Background: an optimization exercise with open tools, aiming at small area, a short achievable clock period and few clock cycles. Do not read the settings as production practice.
Only simulation tests tie the RTL to the original design; equivalence was not proved.
Power figures rest on the tool's default switching activity, not on a simulated workload.

[flow/design.v]
module afb_eval (
    input  wire [15:0] cnt,
    input  wire        busy_in,
    input  wire [3:0]  started_in,
    input  wire [7:0]  port_in,
    input  wire        cmpie,
    input  wire        cmpf_in,
    input  wire [15:0] cmp,
    input  wire [15:0] start0,
    input  wire [15:0] start1,
    input  wire [15:0] start2,
    input  wire [15:0] start3,
    output reg         busy_out,
    output reg  [3:0]  started_out,
    output reg  [7:0]  port_out,
    output reg         cmpf_out
);
    always @* begin
        busy_out    = busy_in;
        started_out = started_in;
        port_out    = port_in;
        cmpf_out    = cmpf_in;
        if (busy_in) begin
            if (cnt >= start0) begin started_out[0] = 1'b1; port_out[0] = 1'b1; end
            if (cnt >= start1) begin started_out[1] = 1'b1; port_out[1] = 1'b1; end
            if (cnt >= start2) begin started_out[2] = 1'b1; port_out[2] = 1'b1; end
            if (cnt >= start3) begin started_out[3] = 1'b1; port_out[3] = 1'b1; end
            if (started_out == 4'b1111) busy_out = 1'b0;
        end
        if (cnt == cmp) begin
            cmpf_out = 1'b1;
            if (cmpie) port_out[3:0] = 4'b0000;
        end
    end
endmodule
module afb (
    input  wire        clk,
    input  wire        rst,
    input  wire        req,
    input  wire        we,
    input  wire [1:0]  size,
    input  wire [8:0]  addr,
    input  wire [31:0] wdata,
    output wire        ack,
    output reg  [31:0] rdata,
    input  wire        tick,
    output wire [7:0]  port_o,
    output wire        irq,
    output wire        busy_o
);
    localparam [31:0] MARKER_EXPECTED = 32'h55AA1234;
    localparam [3:0] OP_NOP = 4'd0, OP_PID_INIT = 4'd1, OP_PID_UPDATE = 4'd2,
                     OP_MIX = 4'd3, OP_IDLE_PIN = 4'd4, OP_SCHEDULE = 4'd5,
                     OP_RUN = 4'd6, OP_VALIDATE = 4'd7;
    localparam [2:0] FC_ILLEGAL = 3'd1, FC_BUSY = 3'd2, FC_DIV_ZERO = 3'd3,
                     FC_RANGE = 3'd4, FC_BUS = 3'd5;
    localparam [3:0] S_IDLE = 4'd0, S_N1 = 4'd2, S_D1 = 4'd3,
                     S_P = 4'd4, S_D2 = 4'd6,
                     S_MIXN = 4'd8, S_MIXD = 4'd9, S_DONE = 4'd10;
    reg [2:0]  mode;
    reg        lock, cfgok, busy, fault, ovf, cmpf, cmpie;
    reg [2:0]  fcode;
    reg [31:0] finfo;
    reg [1:0]  ctrl;
    reg [31:0] marker;
    reg [15:0] esc_div, thr_offset, engage_thr, pulse_base, thr_stick;
    reg [7:0]  idle_cmd, settle;
    reg [7:0]  port;
    reg [15:0] cnt, cmp;
    reg [7:0]  esc   [0:3];
    reg [8:0]  start [0:3];
    reg [3:0]  started;
    reg [47:0] kp, ki, kd, kdiv, umul, udiv;
    reg [47:0] ref_r, rate;
    reg [95:0] integ, u;
    reg [53:0] prev;
    function [15:0] s16;
        input [47:0] v;
        input [1:0]  a;
        case (a)
            2'd0: s16 = v[15:0];
            2'd1: s16 = v[31:16];
            default: s16 = v[47:32];
        endcase
    endfunction
    function [31:0] s32;
        input [95:0] v;
        input [1:0]  a;
        case (a)
            2'd0: s32 = v[31:0];
            2'd1: s32 = v[63:32];
            default: s32 = v[95:64];
        endcase
    endfunction
    function [17:0] s18;
        input [53:0] v;
        input [1:0]  a;
        case (a)
            2'd0: s18 = v[17:0];
            2'd1: s18 = v[35:18];
            default: s18 = v[53:36];
        endcase
    endfunction
    reg [3:0]  state;
    reg        cmd_run;         
    reg        cmd_all;         
    reg        cmd_mix;         
    reg [1:0]  lane;
    reg [1:0]  ch;
    reg        wbp;             
    reg [1:0]  wlane;
    reg        dfirst;          
    reg        mrun, mdone;
    reg [1:0]  mlane;
    reg [62:0] pacc;            
    reg signed [16:0] xe;       
    reg signed [17:0] xd;       
    reg [48:0] macc;
    reg [2:0]  mh;              
    reg        mfirst;
    reg        sgn;             
    reg [15:0] dR;
    reg [63:0] dQ;
    reg [15:0] dD;
    reg [4:0]  dcnt;
    reg        mzero, mbig;     
    assign port_o = port;
    assign irq    = (ctrl[0] & cmpf) | (ctrl[1] & fault);
    assign busy_o = busy;
    wire acc_ok_fmt = (size == 2'd2) && (addr[1:0] == 2'b00);
    wire in_global  = (addr < 9'h060);
    wire in_bank    = (addr >= 9'h100) && (addr < 9'h1C0) && (addr[5:0] < 6'h2C);
    wire acc_legal  = acc_ok_fmt && (in_global || in_bank);
    wire [1:0] bank = addr[7:6];        
    wire [3:0] breg = addr[5:2];
    wire is_cmd_wr  = req && we && acc_legal && (addr == 9'h000);
    wire [3:0] c_op = wdata[3:0];
    wire [1:0] c_ax = wdata[5:4];
    wire c_illegal  = (wdata[31:6] != 26'd0) || c_op[3] ||
                      ((c_op != OP_PID_INIT) && (c_op != OP_PID_UPDATE) && (c_ax != 2'd0));
    wire c_busy     = busy && (c_op != OP_NOP);
    wire kdz0 = (kdiv[15:0] == 16'd0)  || (udiv[15:0] == 16'd0);
    wire kdz1 = (kdiv[31:16] == 16'd0) || (udiv[31:16] == 16'd0);
    wire kdz2 = (kdiv[47:32] == 16'd0) || (udiv[47:32] == 16'd0);
    reg  pid_divzero;
    always @* begin
        case (c_ax)
            2'd0: pid_divzero = kdz0;
            2'd1: pid_divzero = kdz1;
            2'd2: pid_divzero = kdz2;
            default: pid_divzero = kdz0 | kdz1 | kdz2;
        endcase
    end
    wire run_divzero = kdz0 | kdz1 | kdz2 | (esc_div == 16'd0);
    wire c_valid = !c_illegal && !c_busy;
    wire go_pid  = c_valid && (c_op == OP_PID_UPDATE) && !pid_divzero;
    wire go_mix  = c_valid && (c_op == OP_MIX) && (esc_div != 16'd0);
    wire go_run  = c_valid && (c_op == OP_RUN) && (mode == 3'd5) && !run_divzero;
    wire go_multi = is_cmd_wr && (go_pid || go_mix || go_run);
    assign ack = (state == S_IDLE) ? (req && !go_multi) : (state == S_DONE);
    wire [15:0] b_kp = s16(kp, bank), b_ki = s16(ki, bank), b_kd = s16(kd, bank);
    wire [15:0] b_kdiv = s16(kdiv, bank), b_umul = s16(umul, bank), b_udiv = s16(udiv, bank);
    wire [17:0] b_prev = s18(prev, bank);
    always @* begin
        rdata = 32'd0;
        if (acc_legal) begin
            if (in_global) begin
                case (addr[6:2])
                    5'h01: rdata = {18'd0, irq, cmpie, lock, cfgok, cmpf, ovf, 1'b0, fcode, 2'b00, fault, busy};
                    5'h02: rdata = finfo;
                    5'h03: rdata = {30'd0, ctrl};
                    5'h04: rdata = {29'd0, mode};
                    5'h05: rdata = marker;
                    5'h06: rdata = {16'd0, esc_div};
                    5'h07: rdata = {16'd0, thr_offset};
                    5'h08: rdata = {24'd0, idle_cmd};
                    5'h09: rdata = {16'd0, engage_thr};
                    5'h0A: rdata = {24'd0, settle};
                    5'h0B: rdata = {16'd0, pulse_base};
                    5'h0C: rdata = {16'd0, thr_stick};
                    5'h0D: rdata = {24'd0, port};
                    5'h0E: rdata = {16'd0, cnt};
                    5'h0F: rdata = {16'd0, cmp};
                    5'h10: rdata = {24'd0, esc[0]};
                    5'h11: rdata = {24'd0, esc[1]};
                    5'h12: rdata = {24'd0, esc[2]};
                    5'h13: rdata = {24'd0, esc[3]};
                    5'h14: rdata = {23'd0, start[0]};
                    5'h15: rdata = {23'd0, start[1]};
                    5'h16: rdata = {23'd0, start[2]};
                    5'h17: rdata = {23'd0, start[3]};
                    default: rdata = 32'd0;
                endcase
            end else begin
                case (breg)
                    4'h0: rdata = {{16{b_kp[15]}},   b_kp};
                    4'h1: rdata = {{16{b_ki[15]}},   b_ki};
                    4'h2: rdata = {{16{b_kd[15]}},   b_kd};
                    4'h3: rdata = {{16{b_kdiv[15]}}, b_kdiv};
                    4'h4: rdata = {{16{b_umul[15]}}, b_umul};
                    4'h5: rdata = {{16{b_udiv[15]}}, b_udiv};
                    4'h6: rdata = {16'd0, s16(ref_r, bank)};
                    4'h7: rdata = {16'd0, s16(rate, bank)};
                    4'h8: rdata = s32(integ, bank);
                    4'h9: rdata = {{14{b_prev[17]}}, b_prev};
                    4'hA: rdata = s32(u, bank);
                    default: rdata = 32'd0;
                endcase
            end
        end
    end
    wire [1:0] elane = (state == S_IDLE) ? ((c_ax == 2'd3) ? 2'd0 : c_ax) : (mlane + 2'd1);
    wire [31:0] e_integ = s32(integ, elane);
    wire signed [17:0] ee    = $signed({2'b00, s16(ref_r, elane)}) - $signed({2'b00, s16(rate, elane)});
    wire signed [32:0] eisum = $signed({e_integ[31], e_integ}) + ee;
    wire               eovf  = eisum[32] ^ eisum[31];
    wire signed [17:0] ed    = ee - $signed(s18(prev, elane));
    wire [15:0] umul_l = s16(umul, lane);
    wire [31:0] integ_l = s32(integ, mlane);
    wire [15:0] umag_l = umul_l[15] ? (16'd0 - umul_l) : umul_l;
    wire [15:0] c1 = s16(kp, mlane);
    wire [15:0] c2 = s16(ki, mlane);
    wire [15:0] c3 = s16(kd, mlane);
    wire [48:0] x1 = {{32{xe[16]}}, xe};
    wire [48:0] x2 = {{17{integ_l[31]}}, integ_l};
    wire [48:0] x3 = {{31{xd[17]}}, xd};
    wire [3:0]  mj1 = {mh, 1'b1};
    wire [3:0]  mj0 = {mh, 1'b0};
    wire        mneg = mfirst;               
    wire [48:0] pa1 = {49{mneg}} ^ (c1[mj1] ? x1 : 49'd0);
    wire [48:0] pa2 = {49{mneg}} ^ (c2[mj1] ? x2 : 49'd0);
    wire [48:0] pa3 = {49{mneg}} ^ (c3[mj1] ? x3 : 49'd0);
    wire [48:0] macc1 = {macc[47:0], 1'b0} + pa1 + pa2 + pa3 + {47'd0, mneg, mneg};
    wire [48:0] pb1 = c1[mj0] ? x1 : 49'd0;
    wire [48:0] pb2 = c2[mj0] ? x2 : 49'd0;
    wire [48:0] pb3 = c3[mj0] ? x3 : 49'd0;
    wire [48:0] macc2 = {macc1[47:0], 1'b0} + pb1 + pb2 + pb3;
    wire [23:0] pbyte = dQ[7:0] * umag_l;
    wire [62:0] pacc_n = {pacc[54:0], 8'd0} + {39'd0, pbyte};
    function [2:0] msb_pair;           
        input [15:0] v;
        integer b;
        begin
            msb_pair = 3'd0;
            for (b = 0; b < 16; b = b + 1)
                if (v[b]) msb_pair = b[3:1];
        end
    endfunction
    wire [15:0] e_kp = s16(kp, elane), e_ki = s16(ki, elane), e_kd = s16(kd, elane);
    wire [15:0] sv1 = {1'b0, e_kp[15:1] ^ e_kp[14:0]} |
                      {1'b0, e_ki[15:1] ^ e_ki[14:0]} |
                      {1'b0, e_kd[15:1] ^ e_kd[14:0]};
    wire [15:0] sv1s = {sv1[14:0], 1'b0};
    wire [2:0]  mh_m1 = msb_pair(sv1s | 16'd1);
    wire [15:0] udiv_w = s16(udiv, wlane);
    wire        wsg    = sgn ^ udiv_w[15];
    wire        wfits  = wsg ? ((dQ[63:32] == 32'd0) && (!dQ[31] || (dQ[30:0] == 31'd0)))
                             : (dQ[63:31] == 33'd0);
    wire [31:0] wval   = wsg ? (32'd0 - dQ[31:0]) : dQ[31:0];
    wire signed [34:0] mt = $signed({19'd0, thr_stick}) - $signed({19'd0, thr_offset});
    wire signed [34:0] mr = $signed((wbp && wlane == 2'd0) ? wval : u[31:0]);
    wire signed [34:0] mp = $signed((wbp && wlane == 2'd1) ? wval : u[63:32]);
    wire signed [34:0] my = $signed((wbp && wlane == 2'd2) ? wval : u[95:64]);
    reg  [1:0] nch;
    reg        nr, np, ny;           
    always @* begin
        nch = (state == S_MIXD) ? (ch + 2'd1) : ch;
        case (nch)
            2'd0: begin nr = 1'b1; np = 1'b0; ny = 1'b1; end
            2'd1: begin nr = 1'b0; np = 1'b0; ny = 1'b0; end
            2'd2: begin nr = 1'b1; np = 1'b1; ny = 1'b0; end
            default: begin nr = 1'b0; np = 1'b1; ny = 1'b1; end
        endcase
    end
    wire signed [34:0] msum = mt + (mr ^ {35{nr}}) + (mp ^ {35{np}}) + (my ^ {35{ny}})
                            + {33'd0, {1'b0, nr} + {1'b0, np} + {1'b0, ny}};
    wire [15:0] kdiv_l = s16(kdiv, mlane), udiv_l = s16(udiv, lane);
    wire [15:0] umul_m = s16(umul, mlane);
    wire        umul_m15 = umul_m[15];
    wire        n_m1  = (state == S_N1);
    wire [48:0] nnum  = macc[48] ? (49'd0 - macc[48:0]) : macc[48:0];
    wire [63:0] nN = n_m1 ? {16'd0, nnum[47:0]} : {1'b0, pacc_n};
    wire [15:0] nD = n_m1 ? (kdiv_l[15] ? (16'd0 - kdiv_l) : kdiv_l) :
                            (udiv_l[15] ? (16'd0 - udiv_l) : udiv_l);
    wire        nfast = (nN[63:24] == 40'd0) && (nN[23:8] < nD);
    wire [15:0] nR    = nfast ? nN[23:8] : 16'd0;
    wire [63:0] nQ    = nfast ? {nN[7:0], 56'd0} : nN;
    wire [4:0]  nkc   = nfast ? 5'd2 : 5'd16;
    wire        mxbig  = (msum[33:8] >= {10'd0, esc_div});
    wire        mxzero = msum[34] || (msum == 35'd0);
    reg [15:0] sR;
    reg [63:0] sQ;
    reg [16:0] sR2;
    reg [17:0] sDf;
    integer k;
    always @* begin
        sR = dR;
        sQ = dQ;
        for (k = 0; k < 4; k = k + 1) begin
            sR2 = {sR, sQ[63]};
            sDf = {1'b0, sR2} - {2'b00, dD};
            if (!sDf[17]) begin
                sR = sDf[15:0];
                sQ = {sQ[62:0], 1'b1};
            end else begin
                sR = sR2[15:0];
                sQ = {sQ[62:0], 1'b0};
            end
        end
    end
    wire [7:0] mix_q   = mzero ? 8'd0 : mbig ? 8'd250 :
                         (sQ[7:0] > 8'd250) ? 8'd250 : sQ[7:0];
    reg        sched_en;
    reg        sched_pin;        
    reg [2:0]  sched_mode;
    wire [7:0] se0 = esc[0];
    wire [7:0] se1 = esc[1];
    wire [7:0] se2 = esc[2];
    wire [7:0] se3 = esc[3];
    wire [7:0] smax01 = (se0 > se1) ? se0 : se1;
    wire [7:0] smax23 = (se2 > se3) ? se2 : se3;
    wire [7:0] smax   = (smax01 > smax23) ? smax01 : smax23;
    wire [8:0] epeak = {1'b0, smax} + {1'b0, settle};
    wire [16:0] ecmpv = {8'd0, epeak} + {1'b0, pulse_base};
    wire [8:0] est0 = epeak - {1'b0, se0};
    wire [8:0] est1 = epeak - {1'b0, se1};
    wire [8:0] est2 = epeak - {1'b0, se2};
    wire [8:0] est3 = epeak - {1'b0, se3};
    wire        e_busy;
    wire [3:0]  e_started;
    wire [7:0]  e_port;
    wire        e_cmpf;
    afb_eval u_eval_arm (
        .cnt(16'd0), .busy_in(1'b1), .started_in(4'b0000),
        .port_in({port[7:4], 4'b0000}), .cmpie(1'b1), .cmpf_in(1'b0),
        .cmp(ecmpv[15:0]), .start0({7'd0, est0}), .start1({7'd0, est1}),
        .start2({7'd0, est2}), .start3({7'd0, est3}),
        .busy_out(e_busy), .started_out(e_started), .port_out(e_port), .cmpf_out(e_cmpf)
    );
    wire [8:0] ppeak = {1'b0, idle_cmd} + {1'b0, settle};
    wire [16:0] pcmpv = {8'd0, ppeak} + {1'b0, pulse_base};
    wire [8:0] pst   = {1'b0, settle};
    wire        p_busy;
    wire [3:0]  p_started;
    wire [7:0]  p_port;
    wire        p_cmpf;
    afb_eval u_eval_pin (
        .cnt(16'd0), .busy_in(1'b1), .started_in(4'b0000),
        .port_in({port[7:4], 4'b0000}), .cmpie(1'b1), .cmpf_in(1'b0),
        .cmp(pcmpv[15:0]), .start0({7'd0, pst}), .start1({7'd0, pst}),
        .start2({7'd0, pst}), .start3({7'd0, pst}),
        .busy_out(p_busy), .started_out(p_started), .port_out(p_port), .cmpf_out(p_cmpf)
    );
    wire [16:0] scmpv = sched_pin ? pcmpv : ecmpv;
    wire        sarm  = (sched_mode >= 3'd4) && !scmpv[16];
    wire        srange = (sched_mode >= 3'd4) && scmpv[16];
    wire [8:0] sst0 = sched_pin ? pst : est0;
    wire [8:0] sst1 = sched_pin ? pst : est1;
    wire [8:0] sst2 = sched_pin ? pst : est2;
    wire [8:0] sst3 = sched_pin ? pst : est3;
    wire        s_busy    = sched_pin ? p_busy : e_busy;
    wire [3:0]  s_started = sched_pin ? p_started : e_started;
    wire [7:0]  s_port    = sched_pin ? p_port : e_port;
    wire        s_cmpf    = sched_pin ? p_cmpf : e_cmpf;
    wire [15:0] cnt_inc = cnt + 16'd1;
    wire        t_busy;
    wire [3:0]  t_started;
    wire [7:0]  t_port;
    wire        t_cmpf;
    afb_eval u_eval_tick (
        .cnt(cnt_inc), .busy_in(busy), .started_in(started),
        .port_in(port), .cmpie(cmpie), .cmpf_in(cmpf),
        .cmp(cmp), .start0({7'd0, start[0]}), .start1({7'd0, start[1]}),
        .start2({7'd0, start[2]}), .start3({7'd0, start[3]}),
        .busy_out(t_busy), .started_out(t_started), .port_out(t_port), .cmpf_out(t_cmpf)
    );
    always @* begin
        sched_en   = 1'b0;
        sched_pin  = 1'b0;
        sched_mode = mode;
        if (state == S_IDLE) begin
            if (is_cmd_wr && c_valid) begin
                if (c_op == OP_SCHEDULE) sched_en = 1'b1;
                if (c_op == OP_RUN && mode != 3'd5) begin
                    sched_en = 1'b1;
                    if (mode == 3'd4) sched_pin = 1'b1;
                end
            end
        end else if (state == S_DONE && cmd_run) begin
            sched_en = 1'b1;
        end
    end
    integer i;
    always @(posedge clk) begin
        if (rst) begin
            mode <= 3'd0; lock <= 1'b0; cfgok <= 1'b0; busy <= 1'b0; fault <= 1'b0;
            ovf <= 1'b0; cmpf <= 1'b0; cmpie <= 1'b0; fcode <= 3'd0; finfo <= 32'd0;
            ctrl <= 2'd0; marker <= 32'd0; esc_div <= 16'd0; thr_offset <= 16'd0;
            idle_cmd <= 8'd0; engage_thr <= 16'd1200; settle <= 8'd1;
            pulse_base <= 16'd250; thr_stick <= 16'd0; port <= 8'd0;
            cnt <= 16'd0; cmp <= 16'd0; started <= 4'd0;
            for (i = 0; i < 4; i = i + 1) begin
                esc[i] <= 8'd0;
                start[i] <= 9'd0;
            end
            kp <= 48'd0; ki <= 48'd0; kd <= 48'd0;
            kdiv <= 48'd0; umul <= 48'd0; udiv <= 48'd0;
            ref_r <= 48'd0; rate <= 48'd0;
            integ <= 96'd0; prev <= 54'd0; u <= 96'd0;
            state <= S_IDLE; cmd_run <= 1'b0; cmd_all <= 1'b0; cmd_mix <= 1'b0;
            lane <= 2'd0; ch <= 2'd0; wbp <= 1'b0; wlane <= 2'd0;
            mrun <= 1'b0; mdone <= 1'b0; mlane <= 2'd0;
        end else begin
            if (tick) begin
                cnt     <= cnt_inc;
                busy    <= t_busy;
                started <= t_started;
                port    <= t_port;
                cmpf    <= t_cmpf;
            end
            case (state)
            S_IDLE: begin
                if (req) begin
                    if (!acc_legal) begin
                        if (!fault) begin
                            fault <= 1'b1; fcode <= FC_BUS;
                            finfo <= {we, 1'b0, size, 19'd0, addr};
                        end
                    end else if (we) begin
                        if (in_global) begin
                            case (addr[6:2])
                            5'h00: begin
                                if (c_illegal) begin
                                    if (!fault) begin fault <= 1'b1; fcode <= FC_ILLEGAL; finfo <= wdata; end
                                end else if (c_busy) begin
                                    if (!fault) begin fault <= 1'b1; fcode <= FC_BUSY; finfo <= wdata; end
                                end else begin
                                    case (c_op)
                                    OP_PID_INIT: begin
                                        for (i = 0; i < 3; i = i + 1)
                                            if (c_ax == 2'd3 || c_ax == i[1:0]) begin
                                                integ[i*32 +: 32] <= 32'd0; prev[i*18 +: 18] <= 18'd0; u[i*32 +: 32] <= 32'd0;
                                            end
                                    end
                                    OP_PID_UPDATE: begin
                                        if (pid_divzero) begin
                                            if (!fault) begin fault <= 1'b1; fcode <= FC_DIV_ZERO; finfo <= wdata; end
                                        end else begin
                                            cmd_run <= 1'b0; cmd_mix <= 1'b0;
                                            cmd_all <= (c_ax == 2'd3);
                                            for (i = 0; i < 3; i = i + 1) if (elane == i[1:0]) integ[i*32 +: 32] <= eisum[31:0];
                                            for (i = 0; i < 3; i = i + 1) if (elane == i[1:0]) prev[i*18 +: 18] <= ee;
                                            if (eovf) ovf <= 1'b1;
                                            xe <= ee[16:0]; xd <= ed;
                                            macc <= 49'd0; mfirst <= 1'b1; mh <= mh_m1;
                                            mrun <= 1'b1; mdone <= 1'b0; mlane <= elane;
                                            wbp <= 1'b0;
                                            state <= S_N1;
                                        end
                                    end
                                    OP_MIX: begin
                                        if (esc_div == 16'd0) begin
                                            if (!fault) begin fault <= 1'b1; fcode <= FC_DIV_ZERO; finfo <= wdata; end
                                        end else begin
                                            cmd_run <= 1'b0; cmd_mix <= 1'b1;
                                            ch <= 2'd0; state <= S_MIXN;
                                        end
                                    end
                                    OP_IDLE_PIN: begin
                                        for (i = 0; i < 4; i = i + 1) esc[i] <= idle_cmd;
                                    end
                                    OP_RUN: begin
                                        if (mode == 3'd5) begin
                                            if (run_divzero) begin
                                                if (!fault) begin fault <= 1'b1; fcode <= FC_DIV_ZERO; finfo <= wdata; end
                                                cmpie <= 1'b0; cmpf <= 1'b0; port <= {port[7:4], 4'b0000};
                                                started <= 4'd0; busy <= 1'b0;
                                            end else begin
                                                cmd_run <= 1'b1; cmd_all <= 1'b1; cmd_mix <= 1'b1;
                                                ch <= 2'd0;
                                                integ[31:0] <= eisum[31:0];
                                                prev[17:0]  <= ee;
                                                if (eovf) ovf <= 1'b1;
                                                xe <= ee[16:0]; xd <= ed;
                                                macc <= 49'd0; mfirst <= 1'b1; mh <= mh_m1;
                                                mrun <= 1'b1; mdone <= 1'b0; mlane <= 2'd0;
                                                wbp <= 1'b0;
                                                state <= S_N1;
                                            end
                                        end else if (mode == 3'd4) begin
                                            if (thr_stick >= engage_thr) mode <= 3'd5;
                                            for (i = 0; i < 4; i = i + 1) esc[i] <= idle_cmd;
                                        end
                                    end
                                    OP_VALIDATE: begin
                                        if ((marker == MARKER_EXPECTED) && (esc_div != 16'd0) &&
                                            !kdz0 && !kdz1 && !kdz2 &&
                                            ({8'd0, settle} + {1'b0, pulse_base} + 17'd250 <= 17'h0FFFF)) begin
                                            cfgok <= 1'b1;
                                            if (mode == 3'd0) mode <= 3'd2;
                                        end else begin
                                            cfgok <= 1'b0;
                                            if (mode == 3'd0) begin mode <= 3'd1; lock <= 1'b1; end
                                        end
                                    end
                                    default: ;  
                                    endcase
                                end
                            end
                            5'h01: begin
                                if (wdata[1]) begin fault <= 1'b0; fcode <= 3'd0; finfo <= 32'd0; end
                                if (wdata[8]) ovf <= 1'b0;
                                if (wdata[9]) cmpf <= 1'b0;
                            end
                            5'h03: ctrl <= wdata[1:0];
                            5'h04: begin
                                if (!lock && (wdata[2:0] < 3'd6)) begin
                                    mode <= wdata[2:0];
                                    if (wdata[2:0] == 3'd1) lock <= 1'b1;
                                end
                            end
                            5'h05: marker <= wdata;
                            5'h06: esc_div <= wdata[15:0];
                            5'h07: thr_offset <= wdata[15:0];
                            5'h08: idle_cmd <= (wdata[7:0] > 8'd250) ? 8'd250 : wdata[7:0];
                            5'h09: engage_thr <= wdata[15:0];
                            5'h0A: settle <= wdata[7:0];
                            5'h0B: pulse_base <= wdata[15:0];
                            5'h0C: thr_stick <= wdata[15:0];
                            5'h0D: port <= {wdata[7:4], port[3:0]};
                            5'h10: esc[0] <= (wdata[7:0] > 8'd250) ? 8'd250 : wdata[7:0];
                            5'h11: esc[1] <= (wdata[7:0] > 8'd250) ? 8'd250 : wdata[7:0];
                            5'h12: esc[2] <= (wdata[7:0] > 8'd250) ? 8'd250 : wdata[7:0];
                            5'h13: esc[3] <= (wdata[7:0] > 8'd250) ? 8'd250 : wdata[7:0];
                            default: ;  
                            endcase
                        end else begin
                            for (i = 0; i < 3; i = i + 1)
                                if (bank == i[1:0]) begin
                                    case (breg)
                                    4'h0: kp[i*16 +: 16]    <= wdata[15:0];
                                    4'h1: ki[i*16 +: 16]    <= wdata[15:0];
                                    4'h2: kd[i*16 +: 16]    <= wdata[15:0];
                                    4'h3: kdiv[i*16 +: 16]  <= wdata[15:0];
                                    4'h4: umul[i*16 +: 16]  <= wdata[15:0];
                                    4'h5: udiv[i*16 +: 16]  <= wdata[15:0];
                                    4'h6: ref_r[i*16 +: 16] <= wdata[15:0];
                                    4'h7: rate[i*16 +: 16]  <= wdata[15:0];
                                    default: ;  
                                    endcase
                                end
                        end
                    end
                end
            end
            S_N1: begin
                if (wbp) begin
                    for (i = 0; i < 3; i = i + 1) if (wlane == i[1:0]) u[i*32 +: 32] <= wval;
                    if (!wfits) ovf <= 1'b1;
                    wbp <= 1'b0;
                end
                if (mdone) begin
                    lane   <= mlane;
                    dR     <= nR;
                    dQ     <= nQ;
                    dD     <= nD;
                    dcnt   <= nkc;
                    dfirst <= 1'b1;
                    pacc   <= 63'd0;
                    sgn    <= macc[48] ^ kdiv_l[15] ^ umul_m15;
                    state  <= S_D1;
                    mdone  <= 1'b0;
                    if (cmd_all && mlane != 2'd2) begin
                        for (i = 0; i < 3; i = i + 1) if (elane == i[1:0]) integ[i*32 +: 32] <= eisum[31:0];
                        for (i = 0; i < 3; i = i + 1) if (elane == i[1:0]) prev[i*18 +: 18] <= ee;
                        if (eovf) ovf <= 1'b1;
                        xe <= ee[16:0]; xd <= ed;
                        macc <= 49'd0; mfirst <= 1'b1; mh <= mh_m1;
                        mrun <= 1'b1; mlane <= elane;
                    end
                end
            end
            S_D1, S_D2: begin
                dR     <= sR;
                dQ     <= sQ;
                dcnt   <= dcnt - 5'd1;
                dfirst <= 1'b0;
                if (state == S_D1 && !dfirst && !dcnt[0]) pacc <= pacc_n;    
                if (dcnt == 5'd1) begin
                    if (state == S_D1)
                        state <= S_P;
                    else begin
                        wbp   <= 1'b1;      
                        state <= (cmd_all && lane != 2'd2) ? S_N1 :
                                 cmd_mix ? S_MIXN : S_DONE;
                    end
                end
            end
            S_P: begin
                dR    <= nR;
                dQ    <= nQ;
                dD    <= nD;
                dcnt  <= nkc;
                wlane <= lane;
                state <= S_D2;
            end
            S_MIXN, S_MIXD: begin
                if (wbp) begin
                    for (i = 0; i < 3; i = i + 1) if (wlane == i[1:0]) u[i*32 +: 32] <= wval;
                    if (!wfits) ovf <= 1'b1;
                    wbp <= 1'b0;
                end
                if (state == S_MIXD && dcnt != 5'd1) begin
                    dR   <= sR;
                    dQ   <= sQ;
                    dcnt <= dcnt - 5'd1;
                end else begin
                    if (state == S_MIXD) esc[ch] <= mix_q;
                    if (state == S_MIXD && ch == 2'd3) begin
                        state <= S_DONE;
                    end else begin
                        ch    <= nch;
                        dR    <= msum[23:8];
                        dQ    <= {msum[7:0], 56'd0};
                        dD    <= esc_div;
                        dcnt  <= 5'd2;
                        mzero <= mxzero;
                        mbig  <= mxbig;
                        state <= S_MIXD;
                    end
                end
            end
            S_DONE: begin
                if (wbp) begin
                    for (i = 0; i < 3; i = i + 1) if (wlane == i[1:0]) u[i*32 +: 32] <= wval;
                    if (!wfits) ovf <= 1'b1;
                    wbp <= 1'b0;
                end
                state <= S_IDLE;
            end
            default: state <= S_IDLE;
            endcase
            if (mrun) begin
                macc   <= macc2;
                mfirst <= 1'b0;
                mh     <= mh - 3'd1;
                if (mh == 3'd0) begin
                    mrun  <= 1'b0;
                    mdone <= 1'b1;
                end
            end
            if (sched_en) begin
                cmpie   <= 1'b0;
                cmpf    <= 1'b0;
                port    <= {port[7:4], 4'b0000};
                started <= 4'd0;
                busy    <= 1'b0;
                if (srange) begin
                    if (!fault) begin fault <= 1'b1; fcode <= FC_RANGE; finfo <= (state == S_IDLE) ? wdata : 32'h6; end
                end else if (sarm) begin
                    start[0] <= sst0; start[1] <= sst1; start[2] <= sst2; start[3] <= sst3;
                    cmp     <= scmpv[15:0];
                    cnt     <= 16'd0;
                    cmpie   <= 1'b1;
                    busy    <= s_busy;
                    started <= s_started;
                    port    <= s_port;
                    cmpf    <= s_cmpf;
                end
            end
        end
    end
endmodule
[flow/run.sh]
#!/bin/bash
# synth_recipe.tcl (not shown) runs the flow's synth.tcl, then flattens the netlist and writes it again
# the make line also repeats each setting of config.mk as NAME=value (left out here)
make -C /OpenROAD-flow-scripts/flow DESIGN_CONFIG=/design/flow/config.mk WORK_HOME=/design/flow/orfs CLKGATE_MAP_FILE= SYNTH_SCRIPT=/design/flow/synth_recipe.tcl finish
[flow/config.mk]
export PLATFORM = sky130hd
export DESIGN_NAME = afb
export DESIGN_NICKNAME = afb
export VERILOG_FILES = /design/flow/design.v
export SDC_FILE = /design/flow/constraint.sdc
export NUM_CORES = 4
export LEC_CHECK = 0
export CAP_MARGIN = 20
export CORE_MARGIN = 2
export CORE_UTILIZATION = 30
export SLEW_MARGIN = 20
[flow/constraint.sdc]
create_clock -name core_clock -period 16.0 [get_ports {clk}]
set_input_delay 3.2000 -clock core_clock [delete_from_list [all_inputs] [get_ports {clk}]]
set_output_delay 3.2000 -clock core_clock [all_outputs]
set_load 0.01 [all_outputs]
==> summary.txt <==
-- worst reg2reg max path, delay by kind of cell (launching register included) --
kind,cells,cell delay [ns]
compound gates,22,7.74
fa+ha+maj,4,1.05
buf+inv,4,0.79
flops,1,0.50
mux,2,0.77
simple gates,10,3.26
-- report_power, final --
part           switching (mW)  internal [mW]  total, mW
clock                    1.49           2.06       3.55
sequential             0.0114           3.06       3.07
combinational           0.598          0.285      0.884
-- registers in the layout, summed over array words and instances (netlist names), 48 cells and up --
signal,flops
ki,48
dQ,64
kp,48
ref_r,48
kdiv,48
prev,54
umul,48
integ,96
pacc,55
rate,48
kd,48
udiv,48
macc,49
u,96
-- per-stage QoR --
stage	hold WS [ns]	instance area (um2)
5_1_grt	0.479	106000
6_report	0.464	106000
3_5_place_dp	0.459	101000
2_1_floorplan	0.439	95200
3_3_place_gp	0.450	101000
4_1_cts	0.466	106000
-- cell families (layout without fill, tap and decap cells) --
logic type / Yosys count / after routing
other cells: 0 / 8
fa+ha+maj: 903 / 903
flops: 1183 / 1183
mux: 298 / 298
simple gates: 4469 / 4469
buf+inv: 1515 / 1366
xor+xnor: 672 / 672
compound gates: 3366 / 3366
-- area by class of cell --
cell class	count	area, um2
Clock buffer	211	4420
Clock inverter	62	609
Tap cell	4160	5200
Sequential cell	1183	26500
Multi-Input combinational cell	9708	63500
Timing Repair Buffer	326	2730
Inverter	767	2880
Fill cell	33363	210000
Antenna cell	8	20.0
-- cell usage in the layout, fill, tap and decap left out, drive strengths merged, types with 31 or more instances in the layout --
cell	count
a22o	87
clkinv	43
mux2i	291
dfxtp	903
xnor2	404
a221oi	79
ha	527
nor2b	89
nor4	92
inv	771
a31oi	123
buf	254
and2	111
o221ai	50
fa	376
clkdlybuf4s50	71
o21ai	486
nor2	1090
a21oi	1468
o21bai	53
o22ai	94
or3	39
o21a	65
clkbuf	212
and3	57
nand4	89
edfxtp	280
nand2	2368
a22oi	266
xor2	268
o211ai	31
a211oi	122
nand2b	86
nor3	188
o31ai	44
a21o	155
nand3	148
a311oi	33
-- path summary, 6_finish.rpt --
path | to | slack (ns) | depth (start not counted)
setup / recovery | esc[3][0] | 1.63 | 42
hold / removal | ref_r[9] | 0.46 | 2
setup reg to reg | esc[3][0] | 1.63 | 42
hold reg to reg | ref_r[9] | 0.46 | 2
-- layer usage --
layer	vias up	track usage, %	wire [um]
met5	-	0	108
li1	42502	-	-
met2	4697	34.0	162000
met4	16	13.0	25400
met3	915	4.63	39100
met1	44239	31.5	162000
==> impl_table.tex <==
\begin{tabular}{lr}
\hline
Metric & Value \\
\hline
\multicolumn{2}{l}{\textbf{GRT}} \\
\quad Wire length of the first global-routing pass & 570000 um \\
\quad Via count of the first global-routing pass & between 80000 and 90000 \\
\quad Number of antenna violations at the first check in global routing & 16 \\
\quad Maximum number of pins on one net before global-route repair & between 200 and 250 \\
\quad Total overflow reported by the global router & 0 \\
\quad Total Routing Usage GR & about 23\% \\
\multicolumn{2}{l}{\textbf{Timing}} \\
\quad Actual transition at the worst max-transition pin & approximately 1.3 ns \\
\quad Worst max-slew margin expressed relative to the limit & 13.0\% \\
\quad Final setup violation count & 0 \\
\quad Unrepaired setup endpoints after global routing & false \\
\quad Clock Skew & between 0.04 and 0.05 ns \\
\quad Number of hold violations in the final report & 0 \\
\quad Tmin final & between 10 and 15 ns \\
\quad Maximum clock rate & between 60 and 70 MHz \\
\quad Setup TNS & 0 ns \\
\quad Final Max Slew Viols & 0 \\
\quad Final setup margin & 1.63 ns \\
\quad Crit share post-route & between 80\% and 90\% \\
\multicolumn{2}{l}{\textbf{Clocking}} \\
\quad CTS root buf & sky130\_fd\_sc\_hd\_\_clkbuf\_16 \\
\quad Total of cells resized after clock tree synthesis & 0 \\
\quad TritonCTS clock tree & built \\
\quad Number of buffers added by the clock tree synthesis step & roughly 150 \\
\quad H-tree levels & 4 \\
\quad Post-CTS setup buffer count & 0 \\
\quad Insertion delay to the later sink of the worst-skew pair & between 0.8 and 0.9 ns \\
\quad CTS sink count & 1183 \\
\quad Hold buffers post-CTS & 0 \\
\quad Clock Tree Buf Depth & 3 \\
\quad Clock transition at the register clock pins on the worst setup and hold paths after CTS & approximately 0.06 ns \\
\multicolumn{2}{l}{\textbf{Detailed routing}} \\
\quad Pre-Repair DR Iteration Count & 10 \\
\quad Total wirelength of the detailed-routed design & slightly below 400000 um \\
\quad WL per Instance & approximately 24 um \\
\quad Vias per inst & between 5 and 6 \\
\quad DRC Markers & 0 \\
\quad Iteration-0 DRC Markers & between 10000 and 15000 \\
\quad Total via count in the routed design & 92369 \\
\quad Routed Antenna Nets & 0 \\
\multicolumn{2}{l}{\textbf{Layout}} \\
\quad Non-filler cells, final & between 15000 and 20000 \\
\quad Fin nets & about 13000 \\
\quad Proportion of layout cells with a drive suffix above 1 & under 10\% \\
\quad Layout overhead on the synthesized area & 11.1\% \\
\quad Layout Utilization & $\sim$34\% \\
\multicolumn{2}{l}{\textbf{Setup path}} \\
\quad Element type at the critical path end & register \\
\quad Slowest cell on the critical path & sky130\_fd\_sc\_hd\_\_a2111oi\_0 \\
\quad CP most frequent cell & sky130\_fd\_sc\_hd\_\_nor2b\_1 \\
\quad CP startpoint & dD[1] \\
\quad Setup crit start kind & register \\
\quad Max FO, Critical Path & 21 \\
\quad Arrival time of the worst setup path & about 15 ns \\
\quad Startpoint of the lowest-slack register-to-register path & dD[1] \\
\quad Family with the most delay on the worst path & compound AO/OA/AOI/OAI gates \\
\quad Critical Setup Path Class & reg2reg \\
\quad CP peak stage delay & roughly 0.77 ns \\
\quad Buffers and inverters on the worst path & 4 \\
\quad Data required time of the critical path & $\sim$17 ns \\
\multicolumn{2}{l}{\textbf{Floorplan}} \\
\quad Core Footprint & 0.315 mm2 \\
\quad Starting Density & between 30\% and 40\% \\
\quad X dimension of the die & about 570 um \\
\quad Site Rows & 206 \\
\quad Overall die height & between 500 and 600 um \\
\quad Die Footprint & $\sim$0.32 mm2 \\
\quad Ports placed on the boundary & just over 90 \\
\multicolumn{2}{l}{\textbf{Placed design}} \\
\quad Number of placed instances, taps included & 16142 \\
\quad Post-detail-place hpwl & roughly 280000 um \\
\quad Worst slack at placement & about 1.7 ns \\
\quad Port Buf Inserts & 90 \\
\quad Final Wtd Congestion & approximately 1.0 \\
\multicolumn{2}{l}{\textbf{Synth}} \\
\quad Post-synth top area cell & sky130\_fd\_sc\_hd\_\_dfxtp\_1 \\
\quad Distinct cell type count after synthesis & 94 \\
\quad Multiplexer area fraction after synthesis & around 3.1\% \\
\quad Number of synthesized flops with an enable pin & 280 \\
\quad Synthesized flop and latch total & around 1200 \\
\quad Ys Warns & 3 \\
\quad Cell area after synthesis & around 0.095 mm2 \\
\quad Cell with the most instances after synthesis & sky130\_fd\_sc\_hd\_\_nand2\_1 \\
\quad Fraction of synthesized cell area in xor and xnor cells & 6.20\% \\
\quad Largest cells by area after synthesis & sky130\_fd\_sc\_hd\_\_dfxtp\_1, sky130\_fd\_sc\_hd\_\_nand2\_1, sky130\_fd\_sc\_hd\_\_edfxtp\_1, sky130\_fd\_sc\_hd\_\_fa\_1, sky130\_fd\_sc\_hd\_\_a21oi\_1 \\
\quad Share of the synthesized area in the top cell type & roughly a fifth \\
\quad Sequential cell area fraction in the yosys report & approximately 28\% \\
\quad Net Count, Synth & 13357 \\
\quad Arithmetic-cell share of the synthesized area counting full adders, half adders and majority gates & $\sim$15\% \\
\quad Dominant register cell in the synthesized netlist & sky130\_fd\_sc\_hd\_\_dfxtp\_1 \\
\quad Compound-cell area share of the yosys netlist & a little over a fifth \\
\quad Post-synthesis instance total & 12406 \\
\quad Synthesized area per cell & 7.67 um2 \\
\quad Async set-or-reset flop fraction in the synthesized netlist & 0\% \\
\quad Main combinational cell family by area after synthesis & compound AO/OA/AOI/OAI gates \\
\quad Area fraction in and, or, nand and nor cells after synthesis & 20.1\% \\
\quad Synth top cells by count & sky130\_fd\_sc\_hd\_\_nand2\_1, sky130\_fd\_sc\_hd\_\_a21oi\_1, sky130\_fd\_sc\_hd\_\_nor2\_1 \\
\multicolumn{2}{l}{\textbf{Power}} \\
\quad Worst-case vdd ir drop & around 0.079 mV \\
\quad Power per cell area & 70.9 mW/mm2 \\
\quad Leakage component of the power & between 30 and 40 nW \\
\quad Pwr Total & roughly 7.5 mW \\
\multicolumn{2}{l}{\textbf{Flow run}} \\
\quad Count of maximum capacitance violations & 0 \\
\multicolumn{2}{l}{\textbf{Run status}} \\
\quad Status & complete, no violations \\
\multicolumn{2}{l}{\textbf{Min path}} \\
\quad Worst Hold Launch & ref\_r[9] \\
\quad Classification of the worst-slack hold path & reg2reg \\
\hline
\end{tabular}
Testbench counts, summed over its fixed seeds: cycles 17,171.

## re-timing with driven ports
How much do the figures lean on ideal ports? The routed layout below was timed once more, with nothing changed but the port constraints.
Step 1 (the two cells are an assumption about what drives the block):
set clk [get_ports {clk}]
set_driving_cell -lib_cell sky130_fd_sc_hd__clkbuf_16 $clk
set_driving_cell -lib_cell sky130_fd_sc_hd__buf_2 [delete_from_list [all_inputs] $clk]
Step 2 adds t to the input delays and takes it off the output delays; t is the mean of the earliest and latest rising clock arrival at the registers after step 1. Input paths then give back, and output paths get back, about the clock's delay inside the block.
a / b / c = ideal / step 1 / step 2; a / b = the first two.
shift t [ns]: 0.889
setup WS [ns]: 1.629 / 1.629 / 1.629
worst register clock-pin slew, ns: 0.07 / 0.07
After both steps this run still meets setup and hold. For this run, drivers alone change the setup slack by 0.000 ns; drivers and shift together by 0.000 ns.
